This design comes from an exercise in tuning for small area, a short achievable clock period and few clock cycles on the open sky130 flow, not from production work.
The RTL was checked by simulation tests, not by an equivalence proof against the original design.
Power and IR drop assume default switching activity.

Setup of oak:
## ups_deframer
module ups_deframer (
    input  wire       clk,
    input  wire       rst,
    input  wire       in_valid,
    input  wire [7:0] in_byte,
    output wire       in_ready,
    output wire       out_valid,
    input  wire       out_ready,
    output wire [7:0] out_data,
    output wire       out_len,
    output wire [1:0] dfr_state,
    output wire [7:0] emits,
    output wire [7:0] pos_push,
    output wire [7:0] pos_look,
    output wire [7:0] pos_start
);
For scale: roughly 670 flip-flops, about 57 I/O pins, ~0.033 mm2 of cells after synthesis.
==> flow/config.mk <==
export PLATFORM = sky130hd
export DESIGN_NAME = ups_deframer
export DESIGN_NICKNAME = ups_deframer
export VERILOG_FILES = /design/flow/design.v
export SDC_FILE = /design/flow/constraint.sdc
export NUM_CORES = 4
export LEC_CHECK = 0
export ABC_AREA = 1
export CAP_MARGIN = 20
export CORE_MARGIN = 2
export CORE_UTILIZATION = 40
export PLACE_DENSITY = 0.6
export SETUP_SLACK_MARGIN = 5
export SLEW_MARGIN = 20
export TNS_END_PERCENT = 0
==> flow/constraint.sdc <==
create_clock -name core_clock -period 10.0 [get_ports {clk}]
set_input_delay 2.0000 -clock core_clock [delete_from_list [all_inputs] [get_ports {clk}]]
set_output_delay 2.0000 -clock core_clock [all_outputs]
set_load 0.01 [all_outputs]
standard.sh (not shown) runs the stock make flow with config.mk's settings and CLKGATE_MAP_FILE= SYNTH_SCRIPT=/design/flow/synth_recipe.tcl, a recipe that flattens the netlist after the stock synthesis.
==> flow/flow/run.sh <==
#!/bin/bash
set -euo pipefail
MARGIN=${MARGIN:-6}
bash standard.sh SETUP_SLACK_MARGIN=$MARGIN finish > standard_flow.log 2>&1
Testbench counts of oak, summed over its fixed seeds: cycles 46,795.
[inputs] pine vs oak
- a deleted TNS_END_PERCENT that had been 0
==> flow/flow/run.sh <==
#!/bin/bash
set -euo pipefail
MARGIN=${MARGIN:-6.5}
bash standard.sh SETUP_SLACK_MARGIN=$MARGIN finish > standard_flow.log 2>&1
Results
Area of the multi-input gates | pine above oak
Run comparison: pine termination of the worst setup path cs[6]; oak termination of the worst setup path in_ready
Diff oak and pine: number of buffers other than clock buffers in the final layout higher in pine
pine improves on oak in highest clock rate.
Diff oak and pine: depth of the critical timing path with buffers and inverters included lower in oak
The delay of the slowest critical-path stage in pine was lower than what oak gave.
pine vs oak — detailed route wirelength on metal2 climbed by a few percent
[compare] base=oak new=pine: power shows an increase of about 5.3%; largest vdd supply drop shows a reduction of 9.2%; met1 track demand over resource in global routing shows an increase of 1.1 points.
Input-level comparison between birch and pine:
==> flow/flow/run.sh <==
#!/bin/bash
set -euo pipefail
MARGIN=${MARGIN:-6.75}
bash standard.sh SETUP_SLACK_MARGIN=$MARGIN finish > standard_flow.log 2>&1
==> comparison <==
- Looking at net switching power figure, birch sits above pine.
- Summary — logic depth of the worst path, buffers included, birch relative to pine: lower, by 17.
- Taking pine as the reference, in birch routed wire length went up, relative area of clock buffers and inverters in the final design down 0.55 points, final cell utilization of the core increased by 3.2 points relative to the old numbers.
- The overall fraction of global-route tracks in use of birch exceeds that of pine by 1.0 points.
- The total power reported for birch is greater than that of pine by 0.25 mW.
- Diff pine and birch: worst slack on hold paths lower in birch
- Comparing pine and birch, the higher net switching fraction of the power is on birch.
- Per the comparison of birch with pine, cell area after layout rose 0.0026 mm2; post-cts gate resize count now sits higher.
The following lists how maple was set up differently from birch:
==> flow/flow/run.sh <==
#!/bin/bash
set -euo pipefail
MARGIN=${MARGIN:-6.4}
bash standard.sh SETUP_SLACK_MARGIN=$MARGIN finish > standard_flow.log 2>&1
Notes after the runs:
Number of violations reported at the end of detailed-routing iteration 0: lower on maple. Power of the combinational group: higher on birch. maple against birch: total DRC errors in the routed layout essentially unchanged; arrival time at the worst endpoint increased by 80 ps relative to the old numbers.
Changes in cedar relative to maple:
==> flow/run.sh (new file) <==
#!/bin/bash
# synth_recipe.tcl (not shown) runs the flow's synth.tcl, then flattens the netlist and writes it again
# the make line also repeats each setting of config.mk as NAME=value (left out here)
make -C /OpenROAD-flow-scripts/flow DESIGN_CONFIG=/design/flow/config.mk WORK_HOME=/design/flow/orfs CLKGATE_MAP_FILE= SYNTH_SCRIPT=/design/flow/synth_recipe.tcl finish
removed: flow/flow/run.sh
removed: flow/standard.sh
==> comparison <==
Between cedar and maple, the met1 usage does not differ in any meaningful way.
cedar finished all stages; the layout is clean.
For maple, the source of the critical timing path was look[4], unlike cedar, where it was in_valid.
Re vertical die dimension: no difference whatsoever between cedar and maple.
Any difference in global-route usage between cedar and maple is small enough to ignore.
On synthesis-to-layout area growth: cedar sits below maple.
Any difference in relative area of clock buffers and inverters in the final design between maple and cedar is small enough to ignore.
For static power due to leakage, dividing the value from maple by the value from cedar gives 1.07.
Post-route cell area is lower on cedar
cedar ended up with in2reg as its kind of critical path; maple ended up with reg2out.


ups_deframer again, from the RTL that the note above started with.
clock: 10.0 ns
lec_check: 0
abc_area: 1
cap_margin: 20
core_margin: 2
core_utilization: 55
place_density: 0.7
setup_slack_margin: 5
slew_margin: 20
==> flow/flow/run.sh <==
#!/bin/bash
set -euo pipefail
MARGIN=${MARGIN:-6}
bash standard.sh SETUP_SLACK_MARGIN=$MARGIN finish > standard_flow.log 2>&1
Testbench counts at the start, summed over its fixed seeds: cycles 46,795.
Rerun with:
Settings changed: CORE_UTILIZATION 55 to 40, PLACE_DENSITY 0.7 to 0.6.
Result:
- The changed run finished clean
- global-route usage decreases by 6.6 points
- die area increases by 37%
- wire length increases by 7.8%
- clock-buffer cell count increases by 8
- total power increases by 0.99%
- maximum frequency decreases by 0.89%
- via count is about the same
- worst setup slack is worse by 36 ps
- hold slack barely changes
- non-clock buffer count increases by 6
- cell count increases by 6.8%
Rerun with:
==> flow/flow/run.sh (replaced) <==
#!/bin/bash
set -euo pipefail
MARGIN=${MARGIN:-6.5}
bash standard.sh SETUP_SLACK_MARGIN=$MARGIN finish > standard_flow.log 2>&1
Settings changed: CORE_UTILIZATION 40 to 50, PLACE_DENSITY 0.6 to 0.65.
Result:
- final area came out higher by 6.2%
- routed wire length came out higher by 3.1%
- setup slack improves by 460 ps
- final cell count came out lower by 2.0%
- register-to-register slack improves by 450 ps
- flip-flop and latch count is unchanged
- sequential power is about the same
- clock skew came out higher by 5.5 ps
- die area came out lower by 20%
- utilization came out higher by 16 points
- first-iteration DRC count came out higher by 12%

-- static timing again, ports no longer ideal --
In the flow no input, the clock included, has a driving cell. The finished layouts below were timed again as built, in two steps. Step 1 (the two cells are an assumption about what drives the block):
set clk [get_ports {clk}]
set_driving_cell -lib_cell sky130_fd_sc_hd__clkbuf_16 $clk
set_driving_cell -lib_cell sky130_fd_sc_hd__buf_2 [delete_from_list [all_inputs] $clk]
Step 2 also shifts input and output timing later by t, the mid clock arrival at the registers, as if the neighbouring blocks saw the same clock. a / b / c = ideal ports / drivers / drivers and shift; a / b = the first two.
run	shift t [ns]	setup slack, ns	worst hold slack (ns)	latest minus earliest clock arrival (ns)	slew at the worst register clock pin (ns)
oak	0.680	5.960 / 5.898 / 5.406	0.502 / 0.502 / 0.502	0.026 / 0.026	0.06 / 0.06
pine	0.678	6.476 / 6.459 / 5.821	0.487 / 0.487 / 0.487	0.029 / 0.030	0.06 / 0.06
birch	0.686	6.484 / 6.421 / 5.809	0.471 / 0.471 / 0.471	0.037 / 0.037	0.07 / 0.07
maple	0.684	6.402 / 6.335 / 5.776	0.496 / 0.496 / 0.496	0.023 / 0.024	0.07 / 0.07
cedar	0.680	5.280 / 5.302 / 4.646	0.501 / 0.501 / 0.501	0.028 / 0.029	0.07 / 0.07
the first run of note 2	0.692	6.003 / 5.941 / 5.460	0.502 / 0.502 / 0.502	0.035 / 0.035	0.06 / 0.06
the second run of note 2	0.676	5.967 / 5.905 / 5.404	0.502 / 0.502 / 0.502	0.023 / 0.023	0.06 / 0.06
the third run of note 2	0.700	6.431 / 6.425 / 5.752	0.494 / 0.494 / 0.494	0.031 / 0.030	0.07 / 0.07
After both steps every run listed still meets setup and hold. The setup slack of the third run of note 2, which loses most, moves by -0.006 ns with the drivers and by -0.679 ns with both steps.
